From an optimization exercise on the open Yosys and OpenROAD flow, aimed at a short achievable clock period and few clock cycles per item; shortcuts taken in it are not production practice. Function was checked by simulation only, so behaviour that the tests miss may differ from the original. Power and IR drop assume default switching activity.

## flow/design.v (module list and top-level ports; edited modules follow where they fit)
// module qse_framer: 1893 lines
module qse_framer (
    input  wire        clk,
    input  wire        rst,            
    input  wire        cmd_valid,
    output wire        cmd_ready,
    input  wire        cmd_load,       
    input  wire [31:0] cmd_seed,
    input  wire        cmd_scr,        
    input  wire [9:0]  cmd_ps_words,   
    input  wire [11:0] cmd_len,        
    input  wire        in_valid,
    output wire        in_ready,
    input  wire [31:0] in_data,
    output wire        out_valid,
    input  wire        out_ready,
    output wire [31:0] out_data,
    output wire        out_last
);
  // ...
==> flow/flow/run.sh <==
#!/bin/bash
set -euo pipefail
M="SETUP_SLACK_MARGIN=5.7"
R="orfs/results/${FLOW_PLATFORM:-sky130hd}/qse_framer/base"
bash standard.sh $M place > standard_place.log 2>&1
ODB_IN="$R/3_place.odb" openroad -no_init -exit flow/move_out_ffs.tcl > move_out_ffs.log 2>&1
bash standard.sh $M finish > standard_finish.log 2>&1
==> flow/flow/move_out_ffs.tcl <==
# Put each flip-flop whose only load is an output port's buffer right next to
# that buffer (which sits at the port), then legalize the placement.
read_db $::env(ODB_IN)
set block [ord::get_db_block]
set moved 0
foreach bt [$block getBTerms] {
  if {[$bt getIoType] ne "OUTPUT"} { continue }
  set buf ""
  foreach it [[$bt getNet] getITerms] { if {[$it isOutputSignal]} { set buf [$it getInst] } }
  if {$buf eq ""} { continue }
  set a [$buf findITerm A]
  if {$a eq "NULL" || $a eq ""} { continue }
  set n2 [$a getNet]
  if {[llength [$n2 getITerms]] != 2} { continue }
  set ff ""
  foreach it [$n2 getITerms] { if {[$it isOutputSignal]} { set ff [$it getInst] } }
  if {$ff eq "" || ![string match "*df*" [[$ff getMaster] getName]]} { continue }
  set loc [$buf getLocation]
  $ff setLocation [lindex $loc 0] [lindex $loc 1]
  $ff setPlacementStatus PLACED
  incr moved
}
puts "moved $moved flip-flops next to their output buffers"
detailed_placement
check_placement -verbose
write_db $::env(ODB_IN)
==> flow/standard.sh <==
#!/bin/bash
# synth_recipe.tcl (not shown) runs the flow's synth.tcl, then flattens the netlist and writes it again
# the make line also repeats each setting of config.mk as NAME=value (left out here)
make -C /OpenROAD-flow-scripts/flow DESIGN_CONFIG=/design/flow/config.mk WORK_HOME=/design/flow/orfs CLKGATE_MAP_FILE= SYNTH_SCRIPT=/design/flow/synth_recipe.tcl "${@:-finish}"
==> flow/config.mk <==
export PLATFORM = sky130hd
export DESIGN_NAME = qse_framer
export DESIGN_NICKNAME = qse_framer
export VERILOG_FILES = /design/flow/design.v
export SDC_FILE = /design/flow/constraint.sdc
export NUM_CORES = 4
export LEC_CHECK = 0
export ABC_CLOCK_PERIOD_IN_PS = 2500
export CAP_MARGIN = 20
export CORE_MARGIN = 2
export CORE_UTILIZATION = 60
export CTS_CLUSTER_DIAMETER = 100
export CTS_CLUSTER_SIZE = 20
export PLACE_DENSITY = 0.7
export SLEW_MARGIN = 20
==> flow/constraint.sdc <==
create_clock -name core_clock -period 8.0 [get_ports {clk}]
set_input_delay 1.6000 -clock core_clock [delete_from_list [all_inputs] [get_ports {clk}]]
set_output_delay 1.6000 -clock core_clock [all_outputs]
set_load 0.01 [all_outputs]
==> impl_metrics.py, run 1 <==
metrics = {
    "synthesis": {
        "ys_warn_count": 1,
        "synth_area_leader_cell": "edfxtp_1",
        "yosysSeqAreaShare_pct": 56.9,
    },
    "clock_network": {
        "cts_hold_buf": 0,
        "clockRootBuffer": "clkbuf_16",
        "clockBufferDepth": 3,
        "htree_levels": 3,
    },
    "power_and_ir_drop": {
        "seqPwrFrac_pct": 63.1,
        "p_int_w": 0.0132,
        "p_per_area_nw_per_um2": 174,
        "p_sw_w": 0.00340,
    },
    "routing": {
        "drtIter0Drc": 4014,
        "wire_per_inst_um": 23.7,
        "drt_pass1_iterations": 6,
        "avgViaCountPerCell": 5.63,
    },
    "floorplan": {
        "die_area_um2": 142000,
    },
    "min_path": {
        "hold_end": "fb_t[0]",
        "min_from": "fa_t[0]",
    },
    "worst_setup_path": {
        "startpoint_type": "register",
        "r2r_slack_ns": 5.27,
        "cp.depth": 1,
        "crit_start": "o_v",
        "r2r_start": "R0[30]",
    },
    "timing": {
        "grt_setup_unrepaired": "true",
        "tightest_slew_ns": 1.01,
        "skew_ns": 0.0290,
        "setup-violations-final": 0,
    },
    "cells_and_area": {
        "inverters": 668,
        "fillers": 9420,
        "clock_area_share_pct": 3.28,
        "final_area_um2": 95200,
    },
    "placed_design": {
        "hpwlAfterDp_um": 128000,
        "dp_slack_ns": 4.42,
    },
    "global_routing": {
        "grtUsageTotal_pct": 27.5,
    },
    "outcome": {
        "outcome": "no timing/DRC/antenna violations",
    },
}
Testbench counts, summed over its fixed seeds: cycles 21,261, bytes 84,816.
==> inputs of run 2 (changes only) <==
--- a/flow/design.v
+++ b/flow/design.v
@@ -11,176 +11,316 @@
     input  wire        in_valid,
     output wire        in_ready,
     input  wire [31:0] in_data,
     output wire        out_valid,
     input  wire        out_ready,
     output wire [31:0] out_data,
     output wire        out_last
 );
-    function [63:0] mr_s0;
+    function [127:0] mr_s0;
         input [31:0] x;
-        reg t1, t2, t3, t4, t5, t6, t7, t8, t9, t10, t11, t12, t13, t14, t15, t16, t17, t18, t19, t20, t21, t22, t23, t24, t25, t26, t27, t28, t29, t30, t31, t32, t33, t34, t35, t36, t37, t38, t39, t40, t41, t42, t43, t44, t45, t46, t47, t48, t49, t50, t51, t52, t53, t54, t55, t56, t57, t58, t59, t60, t61, t62, t63, t64, t65, t66, t67, t68, t69, t70, t71, t72, t73, t74, t75, t76, t77, t78, t79, t80, t81, t82, t83, t84, t85, t86, t87, t88, t89, t90, t91, t92, t93, t94, t95, t96, t97, t98, t99, t100, t101, t102, t103, t104, t105, t106, t107, t108, t109, t110, t111, t112, t113, t114, t115, t116, t117, t118, t119, t120, t121, t122, t123, t124, t125, t126, t127, t128, t129, t130, t131, t132, t133, t134, t135, t136, t137, t138, t139, t140, t141, t142, t143, t144, t145, t146, t147, t148, t149, t150, t151, t152, t153, t154;
+        reg t1, t2, t3, t4, t5, t6, t7, t8, t9, t10, t11, t12, t13, t14, t15, t16, t17, t18, t19, t20, t21, t22, t23, t24, t25, t26, t27, t28, t29, t30, t31, t32, t33, t34, t35, t36, t37, t38, t39, t40, t41, t42, t43, t44, t45, t46, t47, t48, t49, t50, t51, t52, t53, t54, t55, t56, t57, t58, t59, t60, t61, t62, t63, t64, t65, t66, t67, t68, t69, t70, t71, t72, t73, t74, t75, t76, t77, t78, t79, t80, t81, t82, t83, t84, t85, t86, t87, t88, t89, t90, t91, t92, t93, t94, t95, t96, t97, t98, t99, t100, t101, t102, t103, t104, t105, t106, t107, t108, t109, t110, t111, t112, t113, t114, t115, t116, t117, t118, t119, t120, t121, t122, t123, t124, t125, t126, t127, t128, t129, t130, t131, t132, t133, t134, t135, t136, t137, t138, t139, t140, t141, t142, t143, t144, t145, t146, t147, t148, t149, t150, t151, t152, t153, t154, t155, t156, t157, t158, t159, t160, t161, t162, t163, t164, t165, t166, t167, t168, t169, t170, t171, t172, t173, t174, t175, t176, t177, t178, t179, t180;
         begin
-            t1 = x[25] ^ x[20];
-            t2 = x[25] & x[20];
-            t3 = x[26] ^ x[21];
-            t4 = x[26] & x[21];
-            t5 = x[27] ^ x[22] ^ x[11];
-            t6 = (x[27] & x[22]) | (x[27] & x[11]) | (x[22] & x[11]);
-            t7 = x[28] ^ x[23] ^ x[12];
-            t8 = (x[28] & x[23]) | (x[28] & x[12]) | (x[23] & x[12]);
-            t9 = x[29] ^ x[24] ^ x[13];
-            t10 = (x[29] & x[24]) | (x[29] & x[13]) | (x[24] & x[13]);
-            t11 = x[10] ^ x[6];
-            t12 = x[10] & x[6];
-            t13 = x[30] ^ x[25] ^ x[14];
-            t14 = (x[30] & x[25]) | (x[30] & x[14]) | (x[25] & x[14]);
-            t15 = x[11] ^ x[7] ^ x[5];
-            t16 = (x[11] & x[7]) | (x[11] & x[5]) | (x[7] & x[5]);
-            t17 = x[3] ^ ~x[1];
-            t18 = x[3] & ~x[1];
-            t19 = x[31] ^ x[26] ^ x[15];
-            t20 = (x[31] & x[26]) | (x[31] & x[15]) | (x[26] & x[15]);
-            t21 = x[12] ^ x[8] ^ x[6];
-            t22 = (x[12] & x[8]) | (x[12] & x[6]) | (x[8] & x[6]);
-            t23 = ~(x[4] ^ ~x[2]);
-            t24 = x[4] | ~x[2];
-            t25 = x[19] ^ x[14];
-            t26 = x[19] & x[14];
-            t27 = x[20] ^ x[15] ^ x[4];
-            t28 = (x[20] & x[15]) | (x[20] & x[4]) | (x[15] & x[4]);
-            t29 = x[21] ^ x[16];
-            t30 = x[21] & x[16];
-            t31 = x[22] ^ x[17] ^ x[6];
-            t32 = (x[22] & x[17]) | (x[22] & x[6]) | (x[17] & x[6]);
-            t33 = x[23] ^ x[18] ^ x[7];
-            t34 = (x[23] & x[18]) | (x[23] & x[7]) | (x[18] & x[7]);
-            t35 = x[4] ^ x[0];
-            t36 = x[4] & x[0];
-            t37 = x[24] ^ x[19] ^ x[8];
-            t38 = (x[24] & x[19]) | (x[24] & x[8]) | (x[19] & x[8]);
-            t39 = ~(x[5] ^ x[1]);
-            t40 = x[5] | x[1];
-            t41 = t1 ^ x[9] ^ x[6];
-            t42 = (t1 & x[9]) | (t1 & x[6]) | (x[9] & x[6]);
-            t43 = ~(x[2] ^ x[0]);
-            t44 = x[2] | x[0];
-            t45 = t2 ^ t3 ^ x[10];
-            t46 = (t2 & t3) | (t2 & x[10]) | (t3 & x[10]);
-            t47 = x[7] ^ x[3] ^ x[1];
-            t48 = (x[7] & x[3]) | (x[7] & x[1]) | (x[3] & x[1]);
-            t49 = t4 ^ t5 ^ x[8];
-            t50 = (t4 & t5) | (t4 & x[8]) | (t5 & x[8]);
-            t51 = x[4] ^ x[2] ^ x[0];
-            t52 = (x[4] & x[2]) | (x[4] & x[0]) | (x[2] & x[0]);
-            t53 = t6 ^ t7 ^ x[9];
-            t54 = (t6 & t7) | (t6 & x[9]) | (t7 & x[9]);
-            t55 = x[5] ^ x[3] ^ x[1];
-            t56 = (x[5] & x[3]) | (x[5] & x[1]) | (x[3] & x[1]);
-            t57 = t8 ^ t9 ^ t11;
-            t58 = (t8 & t9) | (t8 & t11) | (t9 & t11);
-            t59 = x[4] ^ x[2] ^ ~x[0];
-            t60 = (x[4] & x[2]) | (x[4] & ~x[0]) | (x[2] & ~x[0]);
-            t61 = t10 ^ t12 ^ t13;
-            t62 = (t10 & t12) | (t10 & t13) | (t12 & t13);
-            t63 = ~(t15 ^ t17);
-            t64 = t15 | t17;
-            t65 = t14 ^ t16 ^ t18;
-            t66 = (t14 & t16) | (t14 & t18) | (t16 & t18);
-            t67 = t19 ^ t21 ^ t23;
-            t68 = (t19 & t21) | (t19 & t23) | (t21 & t23);
-            t69 = x[16] ^ x[11];
-            t70 = x[16] & x[11];
-            t71 = x[17] ^ x[12];
-            t72 = x[17] & x[12];
-            t73 = x[18] ^ x[13];
-            t74 = x[18] & x[13];
-            t75 = t25 ^ x[3] ^ x[0];
-            t76 = (t25 & x[3]) | (t25 & x[0]) | (x[3] & x[0]);
-            t77 = t26 ^ t27 ^ x[1];
-            t78 = (t26 & t27) | (t26 & x[1]) | (t27 & x[1]);
-            t79 = t28 ^ t29 ^ x[5];
-            t80 = (t28 & t29) | (t28 & x[5]) | (t29 & x[5]);
-            t81 = t30 ^ t31 ^ x[3];
-            t82 = (t30 & t31) | (t30 & x[3]) | (t31 & x[3]);
-            t83 = t32 ^ t33 ^ t35;
-            t84 = (t32 & t33) | (t32 & t35) | (t33 & t35);
-            t85 = t34 ^ t36 ^ t37;
-            t86 = (t34 & t36) | (t34 & t37) | (t36 & t37);
-            t87 = t38 ^ t40 ^ t41;
-            t88 = (t38 & t40) | (t38 & t41) | (t40 & t41);
-            t89 = t42 ^ t44 ^ t45;
-            t90 = (t42 & t44) | (t42 & t45) | (t44 & t45);
-            t91 = t46 ^ t48 ^ t49;
-            t92 = (t46 & t48) | (t46 & t49) | (t48 & t49);
-            t93 = t50 ^ t52 ^ t53;
-            t94 = (t50 & t52) | (t50 & t53) | (t52 & t53);
-            t95 = t54 ^ t56 ^ t57;
-            t96 = (t54 & t56) | (t54 & t57) | (t56 & t57);
-            t97 = t58 ^ t60 ^ t61;
-            t98 = (t58 & t60) | (t58 & t61) | (t60 & t61);
-            t99 = t62 ^ t64 ^ t65;
-            t100 = (t62 & t64) | (t62 & t65) | (t64 & t65);
-            t101 = x[5] ^ x[0];
-            t102 = x[5] & x[0];
-            t103 = x[6] ^ x[1];
-            t104 = x[6] & x[1];
-            t105 = ~(x[7] ^ x[2]);
-            t106 = x[7] | x[2];
-            t107 = ~(x[8] ^ x[3]);
-            t108 = x[8] | x[3];
-            t109 = ~(x[9] ^ x[4]);
-            t110 = x[9] | x[4];
-            t111 = ~(x[10] ^ x[5]);
-            t112 = x[10] | x[5];
-            t113 = ~(x[11] ^ x[6]);
-            t114 = x[11] | x[6];
-            t115 = ~(x[12] ^ x[7]);
-            t116 = x[12] | x[7];
-            t117 = x[13] ^ x[8];
-            t118 = x[13] & x[8];
-            t119 = ~(x[14] ^ x[9]);
-            t120 = x[14] | x[9];
-            t121 = x[15] ^ x[10];
-            t122 = x[15] & x[10];
-            t123 = ~(t69 ^ x[0]);
-            t124 = t69 | x[0];
-            t125 = t70 ^ t71 ^ x[1];
-            t126 = (t70 & t71) | (t70 & x[1]) | (t71 & x[1]);
-            t127 = t72 ^ t73 ^ x[2];
-            t128 = (t72 & t73) | (t72 & x[2]) | (t73 & x[2]);
-            t129 = ~(t74 ^ t75);
-            t130 = t74 | t75;
-            t131 = ~(t76 ^ t77);
-            t132 = t76 | t77;
-            t133 = t78 ^ t79 ^ x[2];
-            t134 = (t78 & t79) | (t78 & x[2]) | (t79 & x[2]);
-            t135 = ~(t80 ^ t81);
-            t136 = t80 | t81;
-            t137 = ~(t82 ^ t83);
-            t138 = t82 | t83;
-            t139 = t84 ^ t85 ^ t39;
-            t140 = (t84 & t85) | (t84 & t39) | (t85 & t39);
-            t141 = t86 ^ t87 ^ t43;
-            t142 = (t86 & t87) | (t86 & t43) | (t87 & t43);
-            t143 = t88 ^ t89 ^ t47;
-            t144 = (t88 & t89) | (t88 & t47) | (t89 & t47);
-            t145 = t90 ^ t91 ^ t51;
-            t146 = (t90 & t91) | (t90 & t51) | (t91 & t51);
-            t147 = t92 ^ t93 ^ t55;
-            t148 = (t92 & t93) | (t92 & t55) | (t93 & t55);
-            t149 = t94 ^ t95 ^ t59;
-            t150 = (t94 & t95) | (t94 & t59) | (t95 & t59);
-            t151 = t96 ^ t97 ^ t63;
-            t152 = (t96 & t97) | (t96 & t63) | (t97 & t63);
-            t153 = t98 ^ t99 ^ t67;
-            t154 = (t98 & t99) | (t98 & t67) | (t99 & t67);
-            mr_s0[31:0] = {t152, t150, t148, t146, t144, t142, t140, t138, t136, t134, t132, t130, t128, t126, t124, t122, t120, t118, t116, t114, t112, t110, t108, t106, t104, t102, t101, x[4], x[3], x[2], x[1], x[0]};
-            mr_s0[63:32] = {t153, t151, t149, t147, t145, t143, t141, t139, t137, t135, t133, t131, t129, t127, t125, t123, t121, t119, t117, t115, t113, t111, t109, t107, t105, t103, 1'b1, 1'b0, 1'b1, 1'b0, 1'b0, 1'b0};
+            t1 = x[24] ^ ~x[20];
+            t2 = x[24] & ~x[20];
+            t3 = x[25] ^ ~x[21];
+            t4 = x[25] & ~x[21];
+            t5 = x[26] ^ ~x[22] ^ ~x[20];
+            t6 = (x[26] & ~x[22]) | (x[26] & ~x[20]) | (~x[22] & ~x[20]);
+            t7 = x[27] ^ ~x[23] ^ ~x[21];
+            t8 = (x[27] & ~x[23]) | (x[27] & ~x[21]) | (~x[23] & ~x[21]);
+            t9 = x[28] ^ ~x[24] ^ ~x[22];
+            t10 = (x[28] & ~x[24]) | (x[28] & ~x[22]) | (~x[24] & ~x[22]);
+            t11 = x[29] ^ ~x[25] ^ ~x[23];
+            t12 = (x[29] & ~x[25]) | (x[29] & ~x[23]) | (~x[25] & ~x[23]);
+            t13 = x[30] ^ ~x[26] ^ ~x[24];
+            t14 = (x[30] & ~x[26]) | (x[30] & ~x[24]) | (~x[26] & ~x[24]);
+            t15 = x[21] ^ ~x[19];
+            t16 = x[21] & ~x[19];
+            t17 = x[31] ^ ~x[27] ^ ~x[25];
+            t18 = (x[31] & ~x[27]) | (x[31] & ~x[25]) | (~x[27] & ~x[25]);
+            t19 = x[22] ^ ~x[20] ^ ~x[18];
+            t20 = (x[22] & ~x[20]) | (x[22] & ~x[18]) | (~x[20] & ~x[18]);
+            t21 = x[14] ^ ~x[10];
+            t22 = x[14] & ~x[10];
+            t23 = x[15] ^ ~x[11];
+            t24 = x[15] & ~x[11];
+            t25 = x[16] ^ ~x[12] ^ ~x[10];
+            t26 = (x[16] & ~x[12]) | (x[16] & ~x[10]) | (~x[12] & ~x[10]);
+            t27 = x[17] ^ ~x[13];
+            t28 = x[17] & ~x[13];
+            t29 = x[18] ^ ~x[14];
+            t30 = x[18] & ~x[14];
+            t31 = x[19] ^ ~x[15];
+            t32 = x[19] & ~x[15];
+            t33 = x[20] ^ ~x[16] ^ ~x[14];
+            t34 = (x[20] & ~x[16]) | (x[20] & ~x[14]) | (~x[16] & ~x[14]);
+            t35 = x[11] ^ ~x[9];
+            t36 = x[11] & ~x[9];
+            t37 = x[21] ^ ~x[17] ^ ~x[15];
+            t38 = (x[21] & ~x[17]) | (x[21] & ~x[15]) | (~x[17] & ~x[15]);
+            t39 = x[12] ^ ~x[10];
+            t40 = x[12] & ~x[10];
+            t41 = x[22] ^ ~x[18] ^ ~x[16];
+            t42 = (x[22] & ~x[18]) | (x[22] & ~x[16]) | (~x[18] & ~x[16]);
+            t43 = x[13] ^ ~x[11] ^ ~x[9];
+            t44 = (x[13] & ~x[11]) | (x[13] & ~x[9]) | (~x[11] & ~x[9]);
+            t45 = x[2] ^ x[0];
+            t46 = x[2] & x[0];
+            t47 = x[23] ^ ~x[19] ^ ~x[17];
+            t48 = (x[23] & ~x[19]) | (x[23] & ~x[17]) | (~x[19] & ~x[17]);
+            t49 = x[14] ^ ~x[12] ^ ~x[10];
+            t50 = (x[14] & ~x[12]) | (x[14] & ~x[10]) | (~x[12] & ~x[10]);
+            t51 = ~(x[3] ^ x[1]);
+            t52 = x[3] | x[1];
+            t53 = t1 ^ ~x[18] ^ x[15];
+            t54 = (t1 & ~x[18]) | (t1 & x[15]) | (~x[18] & x[15]);
+            t55 = ~x[13] ^ ~x[11] ^ x[4];
+            t56 = (~x[13] & ~x[11]) | (~x[13] & x[4]) | (~x[11] & x[4]);
+            t57 = ~(x[2] ^ ~x[0]);
+            t58 = x[2] | ~x[0];
+            t59 = t2 ^ t3 ^ ~x[19];
+            t60 = (t2 & t3) | (t2 & ~x[19]) | (t3 & ~x[19]);
+            t61 = x[16] ^ ~x[14] ^ ~x[12];
+            t62 = (x[16] & ~x[14]) | (x[16] & ~x[12]) | (~x[14] & ~x[12]);
+            t63 = x[5] ^ x[3] ^ ~x[1];
+            t64 = (x[5] & x[3]) | (x[5] & ~x[1]) | (x[3] & ~x[1]);
+            t65 = t4 ^ t5 ^ x[17];
+            t66 = (t4 & t5) | (t4 & x[17]) | (t5 & x[17]);
+            t67 = ~x[15] ^ ~x[13] ^ x[6];
+            t68 = (~x[15] & ~x[13]) | (~x[15] & x[6]) | (~x[13] & x[6]);
+            t69 = ~(x[4] ^ ~x[2]);
+            t70 = x[4] | ~x[2];
+            t71 = t6 ^ t7 ^ x[18];
+            t72 = (t6 & t7) | (t6 & x[18]) | (t7 & x[18]);
+            t73 = ~x[16] ^ ~x[14] ^ x[7];
+            t74 = (~x[16] & ~x[14]) | (~x[16] & x[7]) | (~x[14] & x[7]);
+            t75 = ~(x[5] ^ ~x[3]);
+            t76 = x[5] | ~x[3];
+            t77 = t8 ^ t9 ^ x[19];
+            t78 = (t8 & t9) | (t8 & x[19]) | (t9 & x[19]);
+            t79 = ~x[17] ^ ~x[15] ^ x[8];
+            t80 = (~x[17] & ~x[15]) | (~x[17] & x[8]) | (~x[15] & x[8]);
+            t81 = x[6] ^ ~x[4] ^ ~x[0];
+            t82 = (x[6] & ~x[4]) | (x[6] & ~x[0]) | (~x[4] & ~x[0]);
+            t83 = t10 ^ t11 ^ x[20];
+            t84 = (t10 & t11) | (t10 & x[20]) | (t11 & x[20]);
+            t85 = ~x[18] ^ ~x[16] ^ x[9];
+            t86 = (~x[18] & ~x[16]) | (~x[18] & x[9]) | (~x[16] & x[9]);
+            t87 = x[7] ^ ~x[5] ^ ~x[1];
+            t88 = (x[7] & ~x[5]) | (x[7] & ~x[1]) | (~x[5] & ~x[1]);
+            t89 = t12 ^ t13 ^ t15;
+            t90 = (t12 & t13) | (t12 & t15) | (t13 & t15);
+            t91 = ~x[17] ^ x[10] ^ x[8];
+            t92 = (~x[17] & x[10]) | (~x[17] & x[8]) | (x[10] & x[8]);
+            t93 = ~x[6] ^ ~x[2] ^ ~x[0];
+            t94 = (~x[6] & ~x[2]) | (~x[6] & ~x[0]) | (~x[2] & ~x[0]);
+            t95 = t14 ^ t16 ^ t17;
+            t96 = (t14 & t16) | (t14 & t17) | (t16 & t17);
+            t97 = t19 ^ x[11] ^ x[9];
+            t98 = (t19 & x[11]) | (t19 & x[9]) | (x[11] & x[9]);
+            t99 = ~x[7] ^ ~x[3] ^ ~x[1];
+            t100 = (~x[7] & ~x[3]) | (~x[7] & ~x[1]) | (~x[3] & ~x[1]);
+            t101 = x[11] ^ ~x[7];
+            t102 = x[11] & ~x[7];
+            t103 = x[12] ^ ~x[8] ^ ~x[6];
+            t104 = (x[12] & ~x[8]) | (x[12] & ~x[6]) | (~x[8] & ~x[6]);
+            t105 = x[13] ^ ~x[9] ^ ~x[7];
+            t106 = (x[13] & ~x[9]) | (x[13] & ~x[7]) | (~x[9] & ~x[7]);
+            t107 = x[4] ^ ~x[2];
+            t108 = x[4] & ~x[2];
+            t109 = t21 ^ ~x[8] ^ x[5];
+            t110 = (t21 & ~x[8]) | (t21 & x[5]) | (~x[8] & x[5]);
+            t111 = ~(~x[3] ^ ~x[1]);
+            t112 = ~x[3] | ~x[1];
+            t113 = t22 ^ t23 ^ ~x[9];
+            t114 = (t22 & t23) | (t22 & ~x[9]) | (t23 & ~x[9]);
+            t115 = x[6] ^ ~x[4] ^ ~x[2];
+            t116 = (x[6] & ~x[4]) | (x[6] & ~x[2]) | (~x[4] & ~x[2]);
+            t117 = t24 ^ t25 ^ x[7];
+            t118 = (t24 & t25) | (t24 & x[7]) | (t25 & x[7]);
+            t119 = ~(~x[5] ^ ~x[3]);
+            t120 = ~x[5] | ~x[3];
+            t121 = t26 ^ t27 ^ ~x[11];
+            t122 = (t26 & t27) | (t26 & ~x[11]) | (t27 & ~x[11]);
+            t123 = x[8] ^ ~x[6] ^ ~x[4];
+            t124 = (x[8] & ~x[6]) | (x[8] & ~x[4]) | (~x[6] & ~x[4]);
+            t125 = t28 ^ t29 ^ ~x[12];
+            t126 = (t28 & t29) | (t28 & ~x[12]) | (t29 & ~x[12]);
+            t127 = x[9] ^ ~x[7] ^ ~x[5];
+            t128 = (x[9] & ~x[7]) | (x[9] & ~x[5]) | (~x[7] & ~x[5]);
+            t129 = t30 ^ t31 ^ ~x[13];
+            t130 = (t30 & t31) | (t30 & ~x[13]) | (t31 & ~x[13]);
+            t131 = x[10] ^ ~x[8] ^ ~x[6];
+            t132 = (x[10] & ~x[8]) | (x[10] & ~x[6]) | (~x[8] & ~x[6]);
+            t133 = t32 ^ t33 ^ t35;
+            t134 = (t32 & t33) | (t32 & t35) | (t33 & t35);
+            t135 = ~(~x[7] ^ x[0]);
+            t136 = ~x[7] | x[0];
+            t137 = t34 ^ t36 ^ t37;
+            t138 = (t34 & t36) | (t34 & t37) | (t36 & t37);
+            t139 = t39 ^ ~x[8] ^ x[1];
+            t140 = (t39 & ~x[8]) | (t39 & x[1]) | (~x[8] & x[1]);
+            t141 = t38 ^ t40 ^ t41;
+            t142 = (t38 & t40) | (t38 & t41) | (t40 & t41);
+            t143 = ~(t43 ^ t45);
+            t144 = t43 | t45;
+            t145 = t42 ^ t44 ^ t46;
+            t146 = (t42 & t44) | (t42 & t46) | (t44 & t46);
+            t147 = t47 ^ t49 ^ t51;
+            t148 = (t47 & t49) | (t47 & t51) | (t49 & t51);
+            t149 = t48 ^ t50 ^ t52;
+            t150 = (t48 & t50) | (t48 & t52) | (t50 & t52);
+            t151 = t53 ^ t55 ^ t57;
+            t152 = (t53 & t55) | (t53 & t57) | (t55 & t57);
+            t153 = t54 ^ t56 ^ t58;
+            t154 = (t54 & t56) | (t54 & t58) | (t56 & t58);
+            t155 = t59 ^ t61 ^ t63;
+            t156 = (t59 & t61) | (t59 & t63) | (t61 & t63);
+            t157 = t60 ^ t62 ^ t64;
+            t158 = (t60 & t62) | (t60 & t64) | (t62 & t64);
+            t159 = t65 ^ t67 ^ t69;
+            t160 = (t65 & t67) | (t65 & t69) | (t67 & t69);
+            t161 = t66 ^ t68 ^ t70;
+            t162 = (t66 & t68) | (t66 & t70) | (t68 & t70);
+            t163 = t71 ^ t73 ^ t75;
+            t164 = (t71 & t73) | (t71 & t75) | (t73 & t75);
+            t165 = t72 ^ t74 ^ t76;
+            t166 = (t72 & t74) | (t72 & t76) | (t74 & t76);
+            t167 = t77 ^ t79 ^ t81;
+            t168 = (t77 & t79) | (t77 & t81) | (t79 & t81);
+            t169 = t78 ^ t80 ^ t82;
+            t170 = (t78 & t80) | (t78 & t82) | (t80 & t82);
+            t171 = t83 ^ t85 ^ t87;
+            t172 = (t83 & t85) | (t83 & t87) | (t85 & t87);
+            t173 = t84 ^ t86 ^ t88;
+            t174 = (t84 & t86) | (t84 & t88) | (t86 & t88);
+            t175 = t89 ^ t91 ^ t93;
+            t176 = (t89 & t91) | (t89 & t93) | (t91 & t93);
+            t177 = t90 ^ t92 ^ t94;
+            t178 = (t90 & t92) | (t90 & t94) | (t92 & t94);
+            t179 = t95 ^ t97 ^ t99;
+            t180 = (t95 & t97) | (t95 & t99) | (t97 & t99);
+            mr_s0[31:0] = {t174, t170, t166, t162, t158, t154, t150, t146, t142, t138, t134, t130, t126, t122, t118, t114, t110, t106, t104, t102, t101, x[10], x[9], x[8], x[7], x[6], x[5], x[4], x[3], x[2], x[1], x[0]};
+            mr_s0[63:32] = {t176, t172, t168, t164, t160, t156, t152, t148, t144, t140, t136, t132, t128, t124, t120, t116, t112, t108, t105, t103, ~x[5], ~x[6], ~x[5], ~x[4], ~x[3], ~x[2], ~x[1], ~x[0], 1'b1, 1'b1, 1'b0, 1'b0};
+            mr_s0[95:64] = {t177, t173, t169, t165, t161, t157, t153, t149, t145, t141, t137, t133, t129, t125, t121, t117, t113, t109, t107, x[3], x[2], ~x[4], ~x[3], ~x[2], ~x[1], ~x[0], 1'b1, 1'b0, 1'b0, 1'b0, 1'b0, 1'b0};
+            mr_s0[127:96] = {t179, t175, t171, t167, t163, t159, t155, t151, t147, t143, t139, t135, t131, t127, t123, t119, t115, t111, ~x[0], ~x[1], ~x[0], x[1], x[0], 1'b1, 1'b1, 1'b0, 1'b0, 1'b0, 1'b0, 1'b0, 1'b0, 1'b0};
+        end
+    endfunction
+    function [63:0] mr_s1;
+        input [127:0] x;
+        reg t1, t2, t3, t4, t5, t6, t7, t8, t9, t10, t11, t12, t13, t14, t15, t16, t17, t18, t19, t20, t21, t22, t23, t24, t25, t26, t27, t28, t29, t30, t31, t32, t33, t34, t35, t36, t37, t38, t39, t40, t41, t42, t43, t44, t45, t46, t47, t48, t49, t50, t51, t52, t53, t54, t55, t56, t57, t58, t59, t60, t61, t62, t63, t64, t65, t66, t67, t68, t69, t70, t71, t72, t73, t74, t75, t76, t77, t78, t79, t80, t81, t82, t83, t84, t85, t86, t87, t88, t89, t90, t91, t92, t93, t94, t95, t96, t97, t98, t99, t100, t101, t102, t103, t104;
+        begin
+            t1 = x[7] ^ x[39];
+            t2 = x[7] & x[39];
+            t3 = x[8] ^ x[40] ^ x[72];
+            t4 = (x[8] & x[40]) | (x[8] & x[72]) | (x[40] & x[72]);
+            t5 = x[9] ^ x[41] ^ x[73];
+            t6 = (x[9] & x[41]) | (x[9] & x[73]) | (x[41] & x[73]);
+            t7 = x[10] ^ x[42] ^ x[74];
+            t8 = (x[10] & x[42]) | (x[10] & x[74]) | (x[42] & x[74]);
+            t9 = x[11] ^ x[43] ^ x[75];
+            t10 = (x[11] & x[43]) | (x[11] & x[75]) | (x[43] & x[75]);
+            t11 = x[12] ^ x[44] ^ x[76];
+            t12 = (x[12] & x[44]) | (x[12] & x[76]) | (x[44] & x[76]);
+            t13 = x[13] ^ x[45] ^ x[77];
+            t14 = (x[13] & x[45]) | (x[13] & x[77]) | (x[45] & x[77]);
+            t15 = x[14] ^ x[46] ^ x[78];
+            t16 = (x[14] & x[46]) | (x[14] & x[78]) | (x[46] & x[78]);
+            t17 = x[15] ^ x[47] ^ x[79];
+            t18 = (x[15] & x[47]) | (x[15] & x[79]) | (x[47] & x[79]);
+            t19 = x[16] ^ x[48] ^ x[80];
+            t20 = (x[16] & x[48]) | (x[16] & x[80]) | (x[48] & x[80]);
+            t21 = x[17] ^ x[49] ^ x[81];
+            t22 = (x[17] & x[49]) | (x[17] & x[81]) | (x[49] & x[81]);
+            t23 = x[18] ^ x[50] ^ x[82];
+            t24 = (x[18] & x[50]) | (x[18] & x[82]) | (x[50] & x[82]);
+            t25 = x[19] ^ x[51] ^ x[83];
+            t26 = (x[19] & x[51]) | (x[19] & x[83]) | (x[51] & x[83]);
+            t27 = x[20] ^ x[52] ^ x[84];
+            t28 = (x[20] & x[52]) | (x[20] & x[84]) | (x[52] & x[84]);
+            t29 = x[21] ^ x[53] ^ x[85];
+            t30 = (x[21] & x[53]) | (x[21] & x[85]) | (x[53] & x[85]);
+            t31 = x[22] ^ x[54] ^ x[86];
+            t32 = (x[22] & x[54]) | (x[22] & x[86]) | (x[54] & x[86]);
+            t33 = x[23] ^ x[55] ^ x[87];
+            t34 = (x[23] & x[55]) | (x[23] & x[87]) | (x[55] & x[87]);
+            t35 = x[24] ^ x[56] ^ x[88];
+            t36 = (x[24] & x[56]) | (x[24] & x[88]) | (x[56] & x[88]);
+            t37 = x[25] ^ x[57] ^ x[89];
+            t38 = (x[25] & x[57]) | (x[25] & x[89]) | (x[57] & x[89]);
+            t39 = x[26] ^ x[58] ^ x[90];
+            t40 = (x[26] & x[58]) | (x[26] & x[90]) | (x[58] & x[90]);
+            t41 = x[27] ^ x[59] ^ x[91];
+            t42 = (x[27] & x[59]) | (x[27] & x[91]) | (x[59] & x[91]);
+            t43 = x[28] ^ x[60] ^ x[92];
+            t44 = (x[28] & x[60]) | (x[28] & x[92]) | (x[60] & x[92]);
+            t45 = x[29] ^ x[61] ^ x[93];
+            t46 = (x[29] & x[61]) | (x[29] & x[93]) | (x[61] & x[93]);
+            t47 = x[30] ^ x[62] ^ x[94];
+            t48 = (x[30] & x[62]) | (x[30] & x[94]) | (x[62] & x[94]);
+            t49 = x[31] ^ x[63] ^ x[95];
+            t50 = (x[31] & x[63]) | (x[31] & x[95]) | (x[63] & x[95]);
+            t51 = x[5] ^ x[37];
+            t52 = x[5] & x[37];
+            t53 = x[6] ^ x[38] ^ x[70];
+            t54 = (x[6] & x[38]) | (x[6] & x[70]) | (x[38] & x[70]);
+            t55 = ~(t1 ^ x[71]);
+            t56 = t1 | x[71];
+            t57 = ~(t2 ^ t3);
+            t58 = t2 | t3;
+            t59 = t4 ^ t5 ^ x[105];
+            t60 = (t4 & t5) | (t4 & x[105]) | (t5 & x[105]);
+            t61 = t6 ^ t7 ^ x[106];
+            t62 = (t6 & t7) | (t6 & x[106]) | (t7 & x[106]);
+            t63 = t8 ^ t9 ^ x[107];
+            t64 = (t8 & t9) | (t8 & x[107]) | (t9 & x[107]);
+            t65 = t10 ^ t11 ^ x[108];
+            t66 = (t10 & t11) | (t10 & x[108]) | (t11 & x[108]);
+            t67 = t12 ^ t13 ^ x[109];
+            t68 = (t12 & t13) | (t12 & x[109]) | (t13 & x[109]);
+            t69 = t14 ^ t15 ^ x[110];
+            t70 = (t14 & t15) | (t14 & x[110]) | (t15 & x[110]);
+            t71 = t16 ^ t17 ^ x[111];
+            t72 = (t16 & t17) | (t16 & x[111]) | (t17 & x[111]);
+            t73 = t18 ^ t19 ^ x[112];
+            t74 = (t18 & t19) | (t18 & x[112]) | (t19 & x[112]);
+            t75 = t20 ^ t21 ^ x[113];
+            t76 = (t20 & t21) | (t20 & x[113]) | (t21 & x[113]);
+            t77 = t22 ^ t23 ^ x[114];
+            t78 = (t22 & t23) | (t22 & x[114]) | (t23 & x[114]);
+            t79 = t24 ^ t25 ^ x[115];
+            t80 = (t24 & t25) | (t24 & x[115]) | (t25 & x[115]);
+            t81 = t26 ^ t27 ^ x[116];
+            t82 = (t26 & t27) | (t26 & x[116]) | (t27 & x[116]);
+            t83 = t28 ^ t29 ^ x[117];
+            t84 = (t28 & t29) | (t28 & x[117]) | (t29 & x[117]);
+            t85 = t30 ^ t31 ^ x[118];
+            t86 = (t30 & t31) | (t30 & x[118]) | (t31 & x[118]);
+            t87 = t32 ^ t33 ^ x[119];
+            t88 = (t32 & t33) | (t32 & x[119]) | (t33 & x[119]);
+            t89 = t34 ^ t35 ^ x[120];
+            t90 = (t34 & t35) | (t34 & x[120]) | (t35 & x[120]);
+            t91 = t36 ^ t37 ^ x[121];
+            t92 = (t36 & t37) | (t36 & x[121]) | (t37 & x[121]);
+            t93 = t38 ^ t39 ^ x[122];
+            t94 = (t38 & t39) | (t38 & x[122]) | (t39 & x[122]);
+            t95 = t40 ^ t41 ^ x[123];
+            t96 = (t40 & t41) | (t40 & x[123]) | (t41 & x[123]);
+            t97 = t42 ^ t43 ^ x[124];
+            t98 = (t42 & t43) | (t42 & x[124]) | (t43 & x[124]);
+            t99 = t44 ^ t45 ^ x[125];
+            t100 = (t44 & t45) | (t44 & x[125]) | (t45 & x[125]);
+            t101 = t46 ^ t47 ^ x[126];
+            t102 = (t46 & t47) | (t46 & x[126]) | (t47 & x[126]);
+            t103 = t48 ^ t49 ^ x[127];
+            t104 = (t48 & t49) | (t48 & x[127]) | (t49 & x[127]);
+            mr_s1[31:0] = {t102, t100, t98, t96, t94, t92, t90, t88, t86, t84, t82, t80, t78, t76, t74, t72, t70, t68, t66, t64, t62, t60, t58, t56, t54, t52, t51, x[4], x[3], x[2], x[1], x[0]};
+            mr_s1[63:32] = {t103, t101, t99, t97, t95, t93, t91, t89, t87, t85, t83, t81, t79, t77, t75, t73, t71, t69, t67, t65, t63, t61, t59, t57, t55, t53, 1'b1, x[36], 1'b1, 1'b1, 1'b0, 1'b0};
         end
     endfunction
     function [95:0] m4_s0;
         input [31:0] x;
         reg t1, t2, t3, t4, t5, t6, t7, t8, t9, t10, t11, t12, t13, t14, t15, t16, t17, t18, t19, t20, t21, t22, t23, t24, t25, t26, t27, t28, t29, t30, t31, t32, t33, t34, t35, t36, t37, t38, t39, t40, t41, t42, t43, t44, t45, t46, t47, t48, t49, t50, t51, t52, t53, t54, t55, t56, t57, t58, t59, t60, t61, t62, t63, t64, t65, t66, t67, t68, t69, t70, t71, t72, t73, t74, t75, t76, t77, t78, t79, t80, t81, t82, t83, t84, t85, t86, t87, t88, t89, t90, t91, t92, t93, t94, t95, t96, t97, t98, t99, t100, t101, t102, t103, t104, t105, t106, t107, t108, t109, t110, t111, t112, t113, t114, t115, t116, t117, t118, t119, t120, t121, t122, t123, t124, t125, t126, t127, t128, t129, t130, t131, t132, t133, t134, t135, t136, t137, t138, t139, t140, t141, t142, t143, t144, t145, t146, t147, t148, t149, t150, t151, t152, t153, t154, t155, t156, t157, t158, t159, t160, t161, t162, t163, t164, t165, t166, t167, t168, t169, t170, t171, t172, t173, t174, t175, t176, t177, t178, t179, t180, t181, t182, t183, t184, t185, t186, t187, t188, t189, t190, t191, t192, t193, t194, t195, t196, t197, t198, t199, t200, t201, t202, t203, t204, t205, t206, t207, t208, t209, t210, t211, t212;
         begin
             t1 = x[25] ^ x[21];
             t2 = x[25] & x[21];
@@ -458,16 +598,187 @@
             t53 = x[30] ^ x[62] ^ x[94];
             t54 = (x[30] & x[62]) | (x[30] & x[94]) | (x[62] & x[94]);
             t55 = x[31] ^ x[63] ^ x[95];
             t56 = (x[31] & x[63]) | (x[31] & x[95]) | (x[63] & x[95]);
             m4_s1[31:0] = {t54, t52, t50, t48, t46, t44, t42, t40, t38, t36, t34, t32, t30, t28, t26, t24, t22, t20, t18, t16, t14, t12, t10, t8, t6, t4, t2, t1, x[3], x[2], x[1], x[0]};
             m4_s1[63:32] = {t55, t53, t51, t49, t47, t45, t43, t41, t39, t37, t35, t33, t31, t29, t27, t25, t23, t21, t19, t17, t15, t13, t11, t9, t7, t5, t3, 1'b1, 1'b0, 1'b1, 1'b0, 1'b0};
         end
     endfunction
+    function [95:0] m8_s0;
+        input [31:0] x;
+        reg t1, t2, t3, t4, t5, t6, t7, t8, t9, t10, t11, t12, t13, t14, t15, t16, t17, t18, t19, t20, t21, t22, t23, t24, t25, t26, t27, t28, t29, t30, t31, t32, t33, t34, t35, t36, t37, t38, t39, t40, t41, t42, t43, t44, t45, t46, t47, t48, t49, t50, t51, t52, t53, t54, t55, t56, t57, t58, t59, t60, t61, t62, t63, t64, t65, t66, t67, t68, t69, t70, t71, t72, t73, t74, t75, t76, t77, t78, t79, t80, t81, t82, t83, t84, t85, t86, t87, t88, t89, t90, t91, t92, t93, t94, t95, t96, t97, t98, t99, t100;
+        begin
+            t1 = x[25] ^ x[20];
+            t2 = x[25] & x[20];
+            t3 = x[26] ^ x[21];
+            t4 = x[26] & x[21];
+            t5 = x[27] ^ x[22] ^ x[11];
+            t6 = (x[27] & x[22]) | (x[27] & x[11]) | (x[22] & x[11]);
+            t7 = x[28] ^ x[23] ^ x[12];
+            t8 = (x[28] & x[23]) | (x[28] & x[12]) | (x[23] & x[12]);
+            t9 = x[29] ^ x[24] ^ x[13];
+            t10 = (x[29] & x[24]) | (x[29] & x[13]) | (x[24] & x[13]);
+            t11 = x[10] ^ x[6];
+            t12 = x[10] & x[6];
+            t13 = x[30] ^ x[25] ^ x[14];
+            t14 = (x[30] & x[25]) | (x[30] & x[14]) | (x[25] & x[14]);
+            t15 = x[11] ^ x[7] ^ x[5];
+            t16 = (x[11] & x[7]) | (x[11] & x[5]) | (x[7] & x[5]);
+            t17 = x[3] ^ ~x[1];
+            t18 = x[3] & ~x[1];
+            t19 = x[31] ^ x[26] ^ x[15];
+            t20 = (x[31] & x[26]) | (x[31] & x[15]) | (x[26] & x[15]);
+            t21 = x[12] ^ x[8] ^ x[6];
+            t22 = (x[12] & x[8]) | (x[12] & x[6]) | (x[8] & x[6]);
+            t23 = ~(x[4] ^ ~x[2]);
+            t24 = x[4] | ~x[2];
+            t25 = x[19] ^ x[14];
+            t26 = x[19] & x[14];
+            t27 = x[20] ^ x[15] ^ x[4];
+            t28 = (x[20] & x[15]) | (x[20] & x[4]) | (x[15] & x[4]);
+            t29 = x[21] ^ x[16];
+            t30 = x[21] & x[16];
+            t31 = x[22] ^ x[17] ^ x[6];
+            t32 = (x[22] & x[17]) | (x[22] & x[6]) | (x[17] & x[6]);
+            t33 = x[23] ^ x[18] ^ x[7];
+            t34 = (x[23] & x[18]) | (x[23] & x[7]) | (x[18] & x[7]);
+            t35 = x[4] ^ x[0];
+            t36 = x[4] & x[0];
+            t37 = x[24] ^ x[19] ^ x[8];
+            t38 = (x[24] & x[19]) | (x[24] & x[8]) | (x[19] & x[8]);
+            t39 = ~(x[5] ^ x[1]);
+            t40 = x[5] | x[1];
+            t41 = t1 ^ x[9] ^ x[6];
+            t42 = (t1 & x[9]) | (t1 & x[6]) | (x[9] & x[6]);
+            t43 = ~(x[2] ^ x[0]);
+            t44 = x[2] | x[0];
+            t45 = t2 ^ t3 ^ x[10];
+            t46 = (t2 & t3) | (t2 & x[10]) | (t3 & x[10]);
+            t47 = x[7] ^ x[3] ^ x[1];
+            t48 = (x[7] & x[3]) | (x[7] & x[1]) | (x[3] & x[1]);
+            t49 = t4 ^ t5 ^ x[8];
+            t50 = (t4 & t5) | (t4 & x[8]) | (t5 & x[8]);
+            t51 = x[4] ^ x[2] ^ x[0];
+            t52 = (x[4] & x[2]) | (x[4] & x[0]) | (x[2] & x[0]);
+            t53 = t6 ^ t7 ^ x[9];
+            t54 = (t6 & t7) | (t6 & x[9]) | (t7 & x[9]);
+            t55 = x[5] ^ x[3] ^ x[1];
+            t56 = (x[5] & x[3]) | (x[5] & x[1]) | (x[3] & x[1]);
+            t57 = t8 ^ t9 ^ t11;
+            t58 = (t8 & t9) | (t8 & t11) | (t9 & t11);
+            t59 = x[4] ^ x[2] ^ ~x[0];
+            t60 = (x[4] & x[2]) | (x[4] & ~x[0]) | (x[2] & ~x[0]);
+            t61 = t10 ^ t12 ^ t13;
+            t62 = (t10 & t12) | (t10 & t13) | (t12 & t13);
+            t63 = ~(t15 ^ t17);
+            t64 = t15 | t17;
+            t65 = t14 ^ t16 ^ t18;
+            t66 = (t14 & t16) | (t14 & t18) | (t16 & t18);
+            t67 = t19 ^ t21 ^ t23;
+            t68 = (t19 & t21) | (t19 & t23) | (t21 & t23);
+            t69 = x[16] ^ x[11];
+            t70 = x[16] & x[11];
+            t71 = x[17] ^ x[12];
+            t72 = x[17] & x[12];
+            t73 = x[18] ^ x[13];
+            t74 = x[18] & x[13];
+            t75 = t25 ^ x[3] ^ x[0];
+            t76 = (t25 & x[3]) | (t25 & x[0]) | (x[3] & x[0]);
+            t77 = t26 ^ t27 ^ x[1];
+            t78 = (t26 & t27) | (t26 & x[1]) | (t27 & x[1]);
+            t79 = t28 ^ t29 ^ x[5];
+            t80 = (t28 & t29) | (t28 & x[5]) | (t29 & x[5]);
+            t81 = t30 ^ t31 ^ x[3];
+            t82 = (t30 & t31) | (t30 & x[3]) | (t31 & x[3]);
+            t83 = t32 ^ t33 ^ t35;
+            t84 = (t32 & t33) | (t32 & t35) | (t33 & t35);
+            t85 = t34 ^ t36 ^ t37;
+            t86 = (t34 & t36) | (t34 & t37) | (t36 & t37);
+            t87 = t38 ^ t40 ^ t41;
+            t88 = (t38 & t40) | (t38 & t41) | (t40 & t41);
+            t89 = t42 ^ t44 ^ t45;
+            t90 = (t42 & t44) | (t42 & t45) | (t44 & t45);
+            t91 = t46 ^ t48 ^ t49;
+            t92 = (t46 & t48) | (t46 & t49) | (t48 & t49);
+            t93 = t50 ^ t52 ^ t53;
+            t94 = (t50 & t52) | (t50 & t53) | (t52 & t53);
+            t95 = t54 ^ t56 ^ t57;
+            t96 = (t54 & t56) | (t54 & t57) | (t56 & t57);
+            t97 = t58 ^ t60 ^ t61;
+            t98 = (t58 & t60) | (t58 & t61) | (t60 & t61);
+            t99 = t62 ^ t64 ^ t65;
+            t100 = (t62 & t64) | (t62 & t65) | (t64 & t65);
+            m8_s0[31:0] = {t98, t96, t94, t92, t90, t88, t86, t84, t82, t80, t78, t76, t74, t72, t70, t69, x[15], x[14], x[13], x[12], x[11], x[10], x[9], x[8], x[7], x[6], x[5], x[4], x[3], x[2], x[1], x[0]};
+            m8_s0[63:32] = {t99, t97, t95, t93, t91, t89, t87, t85, t83, t81, t79, t77, t75, t73, t71, x[0], x[10], x[9], x[8], x[7], x[6], x[5], x[4], x[3], x[2], x[1], x[0], 1'b0, 1'b1, 1'b0, 1'b0, 1'b0};
+            m8_s0[95:64] = {t67, t63, t59, t55, t51, t47, t43, t39, 1'b1, 1'b1, x[2], 1'b1, 1'b1, x[2], x[1], 1'b1, 1'b0, 1'b1, 1'b0, 1'b1, 1'b1, 1'b1, 1'b1, 1'b1, 1'b1, 1'b0, 1'b1, 1'b0, 1'b0, 1'b0, 1'b0, 1'b0};
+        end
+    endfunction
+    function [63:0] m8_s1;
+        input [95:0] x;
+        reg t1, t2, t3, t4, t5, t6, t7, t8, t9, t10, t11, t12, t13, t14, t15, t16, t17, t18, t19, t20, t21, t22, t23, t24, t25, t26, t27, t28, t29, t30, t31, t32, t33, t34, t35, t36, t37, t38, t39, t40, t41, t42, t43, t44, t45, t46, t47, t48, t49, t50, t51, t52, t53, t54;
+        begin
+            t1 = x[5] ^ x[37];
+            t2 = x[5] & x[37];
+            t3 = x[6] ^ x[38];
+            t4 = x[6] & x[38];
+            t5 = ~(x[7] ^ x[39]);
+            t6 = x[7] | x[39];
+            t7 = ~(x[8] ^ x[40]);
+            t8 = x[8] | x[40];
+            t9 = ~(x[9] ^ x[41]);
+            t10 = x[9] | x[41];
+            t11 = ~(x[10] ^ x[42]);
+            t12 = x[10] | x[42];
+            t13 = ~(x[11] ^ x[43]);
+            t14 = x[11] | x[43];
+            t15 = ~(x[12] ^ x[44]);
+            t16 = x[12] | x[44];
+            t17 = x[13] ^ x[45];
+            t18 = x[13] & x[45];
+            t19 = ~(x[14] ^ x[46]);
+            t20 = x[14] | x[46];
+            t21 = x[15] ^ x[47];
+            t22 = x[15] & x[47];
+            t23 = ~(x[16] ^ x[48]);
+            t24 = x[16] | x[48];
+            t25 = x[17] ^ x[49] ^ x[81];
+            t26 = (x[17] & x[49]) | (x[17] & x[81]) | (x[49] & x[81]);
+            t27 = x[18] ^ x[50] ^ x[82];
+            t28 = (x[18] & x[50]) | (x[18] & x[82]) | (x[50] & x[82]);
+            t29 = ~(x[19] ^ x[51]);
+            t30 = x[19] | x[51];
+            t31 = ~(x[20] ^ x[52]);
+            t32 = x[20] | x[52];
+            t33 = x[21] ^ x[53] ^ x[85];
+            t34 = (x[21] & x[53]) | (x[21] & x[85]) | (x[53] & x[85]);
+            t35 = ~(x[22] ^ x[54]);
+            t36 = x[22] | x[54];
+            t37 = ~(x[23] ^ x[55]);
+            t38 = x[23] | x[55];
+            t39 = x[24] ^ x[56] ^ x[88];
+            t40 = (x[24] & x[56]) | (x[24] & x[88]) | (x[56] & x[88]);
+            t41 = x[25] ^ x[57] ^ x[89];
+            t42 = (x[25] & x[57]) | (x[25] & x[89]) | (x[57] & x[89]);
+            t43 = x[26] ^ x[58] ^ x[90];
+            t44 = (x[26] & x[58]) | (x[26] & x[90]) | (x[58] & x[90]);
+            t45 = x[27] ^ x[59] ^ x[91];
+            t46 = (x[27] & x[59]) | (x[27] & x[91]) | (x[59] & x[91]);
+            t47 = x[28] ^ x[60] ^ x[92];
+            t48 = (x[28] & x[60]) | (x[28] & x[92]) | (x[60] & x[92]);
+            t49 = x[29] ^ x[61] ^ x[93];
+            t50 = (x[29] & x[61]) | (x[29] & x[93]) | (x[61] & x[93]);
+            t51 = x[30] ^ x[62] ^ x[94];
+            t52 = (x[30] & x[62]) | (x[30] & x[94]) | (x[62] & x[94]);
+            t53 = x[31] ^ x[63] ^ x[95];
+            t54 = (x[31] & x[63]) | (x[31] & x[95]) | (x[63] & x[95]);
+            m8_s1[31:0] = {t52, t50, t48, t46, t44, t42, t40, t38, t36, t34, t32, t30, t28, t26, t24, t22, t20, t18, t16, t14, t12, t10, t8, t6, t4, t2, t1, x[4], x[3], x[2], x[1], x[0]};
+            m8_s1[63:32] = {t53, t51, t49, t47, t45, t43, t41, t39, t37, t35, t33, t31, t29, t27, t25, t23, t21, t19, t17, t15, t13, t11, t9, t7, t5, t3, 1'b1, 1'b0, 1'b1, 1'b0, 1'b0, 1'b0};
+        end
+    endfunction
     function [127:0] k1_s0;
         input [31:0] x;
         reg t1, t2, t3, t4, t5, t6, t7, t8, t9, t10, t11, t12, t13, t14, t15, t16, t17, t18, t19, t20, t21, t22, t23, t24, t25, t26, t27, t28, t29, t30, t31, t32, t33, t34, t35, t36, t37, t38, t39, t40, t41, t42, t43, t44, t45, t46, t47, t48, t49, t50, t51, t52, t53, t54, t55, t56, t57, t58, t59, t60, t61, t62, t63, t64, t65, t66, t67, t68, t69, t70, t71, t72, t73, t74, t75, t76, t77, t78, t79, t80, t81, t82, t83, t84, t85, t86, t87, t88, t89, t90, t91, t92, t93, t94, t95, t96, t97, t98, t99, t100, t101, t102, t103, t104, t105, t106, t107, t108, t109, t110, t111, t112, t113, t114, t115, t116, t117, t118, t119, t120, t121, t122, t123, t124, t125, t126, t127, t128, t129, t130, t131, t132, t133, t134, t135, t136, t137, t138, t139, t140, t141, t142, t143, t144, t145, t146, t147, t148, t149, t150, t151, t152, t153, t154, t155, t156, t157, t158, t159, t160, t161, t162, t163, t164, t165, t166, t167, t168, t169, t170, t171, t172, t173, t174, t175, t176, t177, t178, t179, t180, t181, t182, t183, t184, t185, t186, t187, t188, t189, t190, t191, t192, t193, t194, t195, t196, t197, t198, t199, t200, t201, t202, t203, t204, t205, t206, t207, t208, t209, t210, t211, t212, t213, t214, t215, t216, t217, t218, t219, t220, t221, t222, t223, t224, t225, t226;
         begin
             t1 = x[20] ^ ~x[18];
             t2 = x[20] & ~x[18];
             t3 = x[21] ^ ~x[19] ^ x[17];
             t4 = (x[21] & ~x[19]) | (x[21] & x[17]) | (~x[19] & x[17]);
@@ -1687,59 +1998,66 @@
             if_th  <= therm({{(8-DIF){1'b0}}, if_th}, i_v, if_pop);
             add_a  <= qi_push ? {3'd0, c_words} : 14'd0;
             add_b  <= qi_push ? {3'd0, c_words} - 14'd1 : 14'h3FFF;
             add_ge <= qi_push ? {c_len > 12'd8, c_len > 12'd4, c_len != 12'd0} : 3'd0;
             owed   <= owed + (i_v ? add_b : add_a);
         end
     end
     assign in_ready = in_ready_o;
-    reg [31:0] R0;               
-    reg [63:0] R1;               
-    reg [31:0] SD;               
-    reg [95:0] P1;               
-    reg [63:0] P2;               
-    reg [31:0] I1;               
-    reg [2:0]  ld_sr;
-    reg        inj;              
+    reg [31:0]  R0;              
+    reg [127:0] R1;              
+    reg [63:0]  R2;              
+    reg [31:0]  SD;              
+    reg [95:0]  P1, Q1;          
+    reg [63:0]  P2, Q2;          
+    reg [31:0]  I1, I2;          
+    reg [2:0]   ld_sr;
+    reg [1:0]   inj;             
     reg [9:0]  wl;               
     reg        wl_nz, wl_one;
     reg [DKF-1:0] ka_th;         
     reg        kf_room;
     wire ld_ok   = ld_sr[2];
     wire adv     = wl_nz && kf_room && ld_ok;
     wire k_need  = !wl_nz || (adv && wl_one);
     assign qk_pop = k_need && qk_ne;
     wire k_load  = qk_pop && qk_head[32];
     wire k_frame = qk_pop && !qk_head[32];
-    wire [31:0] ring_t = R1[31:0] + R1[63:32];
-    wire [31:0] r0_alt = k_load ? qk_head[31:0] : I1;
-    wire        r0_alt_en  = k_load || (adv && inj);
-    wire        r0_ring_en = !k_load && adv && !inj;
+    wire [31:0] ring_t = R2[31:0] + R2[63:32];
+    wire [31:0] r0_alt = k_load ? qk_head[31:0] : inj[1] ? I1 : I2;
+    wire        r0_alt_en  = k_load || (adv && inj != 2'd0);
+    wire        r0_ring_en = !k_load && adv && inj == 2'd0;
     wire        r0_hold    = !k_load && !adv;
     wire        kf_pop;
     always @(posedge clk) begin
         P1 <= m4_s0(SD);
         P2 <= m4_s1(P1);
         I1 <= P2[31:0] + P2[63:32];
-        if (adv) R1 <= mr_s0(R0);
+        Q1 <= m8_s0(SD);
+        Q2 <= m8_s1(Q1);
+        I2 <= Q2[31:0] + Q2[63:32];
+        if (adv) begin
+            R1 <= mr_s0(R0);
+            R2 <= mr_s1(R1);
+        end
         R0 <= r_rst ? 32'd0 :
               (r0_alt & {32{r0_alt_en}}) | (ring_t & {32{r0_ring_en}}) | (R0 & {32{r0_hold}});
         if (r_rst) begin
-            SD <= 32'd0; inj <= 1'b1; ld_sr <= 3'd0;
+            SD <= 32'd0; inj <= 2'd2; ld_sr <= 3'd0;
             wl <= 10'd0; wl_nz <= 1'b0; wl_one <= 1'b0;
             ka_th <= {DKF{1'b0}}; kf_room <= 1'b1;
         end else begin
             if (k_load) begin
                 SD <= qk_head[31:0];
-                inj <= 1'b1;
+                inj <= 2'd2;
                 ld_sr <= 3'd0;
             end else begin
                 ld_sr <= {ld_sr[1:0], 1'b1};
-                if (adv) inj <= 1'b0;
+                if (adv) inj <= inj - {1'b0, inj != 2'd0};
             end
             if (k_frame) begin
                 wl     <= qk_head[9:0];
                 wl_nz  <= 1'b1;
                 wl_one <= qk_head[9:0] == 10'd1;
             end else if (adv) begin
                 wl     <= wl - 10'd1;
                 wl_nz  <= !wl_one;
==> run 2 against run 1 <==
Clock-buffer cell count increased by 20. Sequential power increased by 11%. Combinational power decreased by 8.3%. Final area increased by 13%. Worst setup slack got worse by 0.017 ns. Critical endpoint unchanged.
==> impl_metrics.py, run 2 <==
metrics = {
    "job": {
        "cap_violations": 0,
    },
    "synthesis": {
        "syn_avg_cell_area_um2": 14.5,
        "ys_seq_elements": 2193,
        "yosysSeqAreaShare_pct": 56.8,
        "ys.flop_type": "dfxtp_1",
        "synthTopCellsByCount": "dfxtp_1 (1,277), edfxtp_1 (916), inv_1 (748)",
        "syn-num-nets": 7580,
        "ys_warn_count": 1,
        "synth_top_area_share_pct": 29.5,
        "ys_async_sr_fraction_pct": 0,
        "synth_area_leader_cell": "edfxtp_1",
        "synth_area_leaders": "edfxtp_1 (29%), dfxtp_1 (27%), fa_1 (13%), mux4_2 (5.4%), ha_1 (5.4%)",
        "syn_inst": 6457,
        "synth_edf_count": 916,
        "netlist_area_um2": 93400,
        "yosysMostFrequentCell": "dfxtp_1",
        "netlist-cell-type-count": 90,
    },
    "routing": {
        "drtIter0Drc": 4004,
        "detail-route-antenna-nets": 0,
        "route.detailed.drc": 0,
        "wirelength_um": 225000,
        "wire_per_inst_um": 24.7,
        "vias": 51000,
        "avgViaCountPerCell": 5.60,
        "drt_pass1_iterations": 5,
    },
    "power_and_ir_drop": {
        "combPwrFrac_pct": 1.7,
        "switching_share_pct": 20.5,
        "max-vdd-ir-drop_mv": 0.188,
        "clkPwrFrac_pct": 34.8,
        "p_sw_w": 0.00376,
        "p_total_w": 0.0184,
        "p_per_area_nw_per_um2": 171,
        "seqPwrFrac_pct": 63.5,
        "p_int_w": 0.0146,
        "p_leak_nw": 41.6,
    },
    "placed_design": {
        "port_buffers": 128,
        "gp_congestion": 0.928,
        "hpwlAfterDp_um": 151000,
    },
    "clock_network": {
        "clk_pin_slew_ns": 0.08,
        "clk_latency_ns": 0.78,
        "cts.sinks": 2193,
        "clockBufferDepth": 3,
        "clockRootBuffer": "clkbuf_16",
        "cts_made_buffers": 120,
        "cts_hold_buf": 0,
        "tritoncts": "done",
        "htree_levels": 3,
    },
    "timing": {
        "finalHoldViolations": 0,
        "tns_ns": 0,
        "grt_setup_unrepaired": "true",
        "skew_ns": 0.0471,
        "setup-violations-final": 0,
        "clock.fmax_ghz": 0.351,
        "tightest_slew_ns": 1.05,
        "final-max-slew-violation-count": 0,
        "max_slew_margin_pct": 30.1,
        "min_period_ns": 2.85,
        "period_share_pct": 35.6,
    },
    "worst_setup_path": {
        "critPathMaxFanout": 2,
        "end_kind": "output port",
        "startpoint_type": "register",
        "cp.required_ns": 6.40,
        "critPathTopFamily": "flip-flops",
        "path_class": "reg2out",
        "arrival_ns": 1.25,
        "cp_cell_sequence": "buf_6",
        "cp_num_buf_inv": 1,
        "cpMaxStageDelayCell": "dfxtp_4",
        "worst_path_largest_cell_delay_ns": 0.37,
    },
    "floorplan": {
        "die_area_um2": 159000,
        "rows": 144,
        "die_y_um": 399,
        "pin_count": 129,
        "start_util_pct": 60.5,
        "coreArea_um2": 154000,
        "chipWidth_um": 399,
    },
    "cells_and_area": {
        "layout_commonest_cell": "dfxtp_1",
        "diodes": 0,
        "top_register": "kf_mem",
        "syn2layout_area_growth_pct": 15.1,
        "largest_registers": "kf_mem (256), of_mem (132), qk_mem (132)",
        "drive_above_1_share_pct": 22.4,
        "fin_util_pct": 69.7,
        "final_cell_mix": "dfxtp_1 (1,137), edfxtp_1 (916), inv_1 (649), fa_1 (551), xnor2_1 (354)",
        "fillers": 10300,
        "finalNetCount": 8100,
        "largest_reg_flops": 256,
    },
    "global_routing": {
        "grt_pass1_wl_um": 332000,
        "antenna_found_initial": 8,
        "grt_pass1_vias": 52400,
        "grt_max_degree": 115,
        "grt.overflow.total": 0,
        "grtUsageTotal_pct": 28.3,
    },
    "outcome": {
        "outcome": "no timing/DRC/antenna violations",
    },
    "min_path": {
        "hold_class": "reg2reg",
    },
}
==> run 2: cell types whose count changed in the layout (fill, tap and decap cells not counted), moves of 15 or more <==
cell / change
buf_4: +87
clkbuf_16: +15
fa_1: +111
xor2_1: -16
inv_1: +74
edfxtp_1: +97
dfxtp_1: +126
mux2i_1: +28
ha_1: +40
a21oi_1: -16
xnor2_1: +37
ha_4: +15
==> run 2: final timing paths <==
path / start / to / slack [ns] / cells past startpoint
hold / removal: fb_2[29] / fc_2[5] / 0.32 / 0
setup reg to reg: R2[4] / R0[17] / 5.26 / 10
hold reg to reg: fb_2[29] / fc_2[5] / 0.32 / 0
setup / recovery: o_v / out_valid / 5.15 / 1
==> run 2: power by group through the flow <==
stage                     combinational, W  sequential [W]  clock (W)
after floorplan                   0.000180          0.0119          0
after global placement            0.000291          0.0119          0
after detailed placement          0.000295          0.0119          0
after CTS                         0.000312          0.0117    0.00653
after global routing              0.000344          0.0117    0.00691
final                             0.000321          0.0117    0.00639
==> run 2: cell families after synthesis <==
logic type	share of synthesized area [%]
flip-flops	56.8
adder cells (fa/ha/maj)	18.9
buffers and inverters	3.67
AND/OR/NAND/NOR	3.79
AO/OA/AOI/OAI	4.26
XOR/XNOR	5.20
multiplexers	7.38
==> run 2: worst register-to-register path: cells and delay by family, from the launching register on <==
kind                     cells  cell delay (ns)
AO/OA/AOI/OAI                6             0.96
XOR/XNOR                     1             0.31
adder cells (fa/ha/maj)      1             0.19
buffers and inverters        1             0.16
flip-flops                   1             0.43
AND/OR/NAND/NOR              1             0.54
==> run 2: cell type report <==
class                           instances  area, µm²  share of cell area [%]
Timing Repair inverter                  2       23.8                  0.0221
Clock inverter                         10        171                   0.160
Clock buffer                          196       3290                    3.06
Sequential cell                      2193      53400                    49.7
Inverter                              751       2990                    2.78
Tap cell                             2044       2560                    2.38
Multi-Input combinational cell       3363      39900                    37.1
Timing Repair Buffer                  546       5130                    4.77
==> run 2: metrics by stage <==
stage / hold slack [ns] / cell area [µm²] / setup WS (ns) / std cells
after floorplan: 0.310 / 94100 / 5.16 / 6457
after global placement: 0.310 / 97800 / 4.39 / 8533
after detailed placement: 0.312 / 97800 / 4.42 / 8533
after CTS: 0.323 / 105000 / 5.09 / 8984
after global routing: 0.328 / 107000 / 5.10 / 9105
final: 0.321 / 107000 / 5.15 / 9105
==> run 2: timing repair <==
action                     4_1_cts  5_1_grt
setup buffers                  239      112
setup endpoints to repair      707      399
resized for setup              661      252
cloned                           6        8
pin swaps                      192      189
hold endpoints to repair         0        0
==> run 2: layer usage <==
| layer | track usage [%] | up-vias | routed length (µm) |
|---|---|---|---|
| li1 | - | 22900 | - |
| met1 | 39.2 | 26000 | 92700 |
| met2 | 46.2 | 1692 | 108000 |
| met3 | 4.82 | 390 | 15600 |
| met4 | 8.98 | 4 | 8190 |
| met5 | 0 | - | 27 |
Testbench counts of run 2, summed over its fixed seeds: cycles 21,261, bytes 84,816.

-- port drivers added, routing unchanged --
The flow's constraints put no driver on any port. The routed layouts listed below were extracted and timed again, unchanged, in two steps.
Step 1 sets driving cells, clkbuf_16 on the clock port and buf_2 on the other inputs (assumed; they add their load-dependent delay and slew).
Step 2 moves the port delays by t, midway between the first and last clock arrival at a register: inputs arrive t later, outputs are due t later. That takes back most of the time a late clock gives input paths.
Slacks: ideal ports / drivers / drivers and shift; pairs: ideal ports / drivers.
run	shift t [ns]	setup WS [ns]	clock arrival spread, ns
run 1	0.831	5.172 / 5.091 / 4.989	0.033 / 0.033
run 2	0.836	5.155 / 5.076 / 4.914	0.050 / 0.051
After both steps setup and hold are still met in every run listed. For run 2, which loses most, drivers alone change the setup slack by -0.079 ns; drivers and shift together by -0.241 ns.
